This is an optimization exercise on Yosys and OpenROAD, whose aim is small area, a short achievable clock period and few clock cycles, not a production implementation. In this exercise RTL edits were held to simulation tests only and were not proved equivalent to the original.

Setup of lane 1:
==> flow/design.v (excerpt) <==
module hufdec (
    input  wire        clk,
    input  wire        rst,           
    input  wire        cmd_valid,
    output wire        cmd_ready,
    input  wire [1:0]  cmd_op,        
    input  wire [23:0] cmd_arg,
    output reg         out_valid,
    input  wire        out_ready,
    output reg         out_end,       
    output wire [7:0]  out_data,
    output wire [1:0]  out_reason     
);
  localparam W = 22;                  
  localparam CW = 5;
  localparam [1:0] OP_START = 2'd0, OP_BYTE = 2'd1, OP_END = 2'd2;
  reg          rdy;                   
  reg          s_v;                   
  reg  [1:0]   s_op;
  reg  [23:0]  s_arg;
  reg          run;                   
  reg  [W-1:0] bbuf;                  
  reg  [CW-1:0] cnt;
  reg  [23:0]  rem;
  reg          rem1;
  reg          out_lim;               
  reg  [7:0]   o_data;                
  reg          k_v, k_end, k_lim;     
  reg  [7:0]   k_data;
  assign cmd_ready  = rdy;
  assign out_data   = o_data;
  assign out_reason = o_data[1:0];
  wire [11:0] t = bbuf[W-1:W-12];
  wire c2, c3, c4, c6, c8, c11, c12;
  hufdec_len u_len (.t(t), .c2(c2), .c3(c3), .c4(c4), .c6(c6), .c8(c8), .c11(c11), .c12(c12));
  wire [7:0] sym;
  wire       eos;
  hufdec_val u_val (.t(t), .c3(c3), .c4(c4), .c6(c6), .c8(c8), .c11(c11), .c12(c12),
                    .val(sym), .eos(eos));
  wire en   = run & ~k_v;
  wire g2   = en & c2  & (cnt >= 2);
  wire g3   = en & c3  & (cnt >= 3);
  wire g4   = en & c4  & (cnt >= 4);
  wire g6   = en & c6  & (cnt >= 6);
  wire g8   = en & c8  & (cnt >= 8);
  wire g11  = en & c11 & (cnt >= 11);
  wire g12  = en & c12 & (cnt >= 12);
  wire go   = g2 | g3 | g4 | g6 | g8 | g11 | g12;
  wire drained = ~run | ~((c2 & (cnt >= 2)) | (c3 & (cnt >= 3)) | (c4 & (cnt >= 4)) |
  ...
Settings: LEC_CHECK=0, ABC_AREA=1, CAP_MARGIN=20, CORE_MARGIN=2, CORE_UTILIZATION=40, SLEW_MARGIN=20; clock period 10.0 ns.
standard.sh (not shown) runs the stock make flow with config.mk's settings and CLKGATE_MAP_FILE= SYNTH_SCRIPT=/design/flow/synth_recipe.tcl, a recipe that flattens the netlist after the stock synthesis.
==> flow/flow/run.sh <==
#!/bin/bash
# Layout flow: the standard flow (standard.sh, ORFS synthesis to finish)
# with these changes, all inside synthesis mapping and timing repair:
#  - ABC maps the logic with flow/abc_area.script in place of ORFS's
#    abc_area.script; yosys's passes and the flip-flop mapping are the
#    standard ones, so the registers are the same
#  - no full-adder extraction before ABC (ADDER_MAP_FILE empty)
#  - repair_timing keeps MARGIN ns of setup slack on the 10 ns clock, so it
#    sizes and buffers for a shorter achieved period
# The clock, I/O delays and all other constraints are the design's own.
# Logs: standard.log here, each ORFS step's log under orfs/logs.
set -euo pipefail
W=$PWD
F=$W/flow
MARGIN=7.4
# ORFS's synth.tcl with the abc call given our script
sed "s#log_cmd abc {\*}\$abc_args#lset abc_args 1 $F/abc_area.script; log_cmd abc {*}\$abc_args#" \
  "$FLOW_HOME/scripts/synth.tcl" > "$W/synth_abc.tcl"
grep -q "lset abc_args 1" "$W/synth_abc.tcl"
# The standard flow's synthesis script, sourcing that copy
sed "s#source \$::env(SCRIPTS_DIR)/synth.tcl#source $W/synth_abc.tcl#" "$W/synth_recipe.tcl" > "$W/synth_top.tcl"
grep -q "synth_abc.tcl" "$W/synth_top.tcl"
bash standard.sh SYNTH_SCRIPT="$W/synth_top.tcl" ADDER_MAP_FILE= \
  SETUP_SLACK_MARGIN=$MARGIN finish > standard.log 2>&1
==> flow/flow/abc_area.script <==
strash
dc2
dch -f
map
topo
stime -c
buffer -c
upsize -c
dnsize -c
Testbench counts of lane 1, summed over its fixed seeds: cycles 52,649.
## Diff of input files: lane 2 against lane 1
diff --git a/flow/flow/run.sh b/flow/flow/run.sh
--- a/flow/flow/run.sh
+++ b/flow/flow/run.sh
@@ -4,3 +4,3 @@
-#  - ABC maps the logic with flow/abc_area.script in place of ORFS's
-#    abc_area.script; yosys's passes and the flip-flop mapping are the
-#    standard ones, so the registers are the same
+#  - ABC maps the logic with flow/abc_area.script, an area-oriented script
+#    (amap), in place of ORFS's abc_area.script; yosys's passes and the
+#    flip-flop mapping are the standard ones, so the registers are the same
@@ -8,2 +8,2 @@
-#  - repair_timing keeps MARGIN ns of setup slack on the 10 ns clock, so it
-#    sizes and buffers for a shorter achieved period
+#  - repair_timing keeps SETUP_SLACK_MARGIN ns of setup slack on the 10 ns
+#    clock, so it sizes and buffers for a shorter achieved period
@@ -15 +15 @@
-MARGIN=7.4
+MARGIN=${MARGIN:-7}
Notes after the runs:
The higher cell count came out of lane 1. dfxtp_1 as the cell type of the slowest stage on the worst timing path was reported by lane 2, and edfxtp_1 by lane 1. Aggregate routed wire length: lane 2 vs lane 1 down 4.7%. Fraction of standard cell area that is sequential in lane 2 is 1.8 points above lane 1.

==> port drivers added, routing unchanged <==
How much do the figures lean on ideal ports? The routed layouts below were timed once more, with nothing changed but the port constraints. Step 1: set_driving_cell puts a clkbuf_16 on clk and a buf_2 on each other input, an assumption about the parent block. Step 2 times the ports against the registers' clock, not the clock port: input delays grow and output delays shrink by t, the midpoint of the rising clock arrivals with the driver on. Three values: no drivers, after step 1, after step 2; two values: the first two.
run | t (ns) | setup WS [ns] | latest minus earliest clock arrival (ns)
lane 1 | 0.396 | 7.140 / 7.096 / 6.833 | 0.009 / 0.008
lane 2 | 0.402 | 7.020 / 6.978 / 6.697 | 0.009 / 0.009
After both steps setup and hold are still met in every run listed. The setup slack of lane 2, which loses most, moves by -0.042 ns with the drivers and by -0.323 ns with both steps.
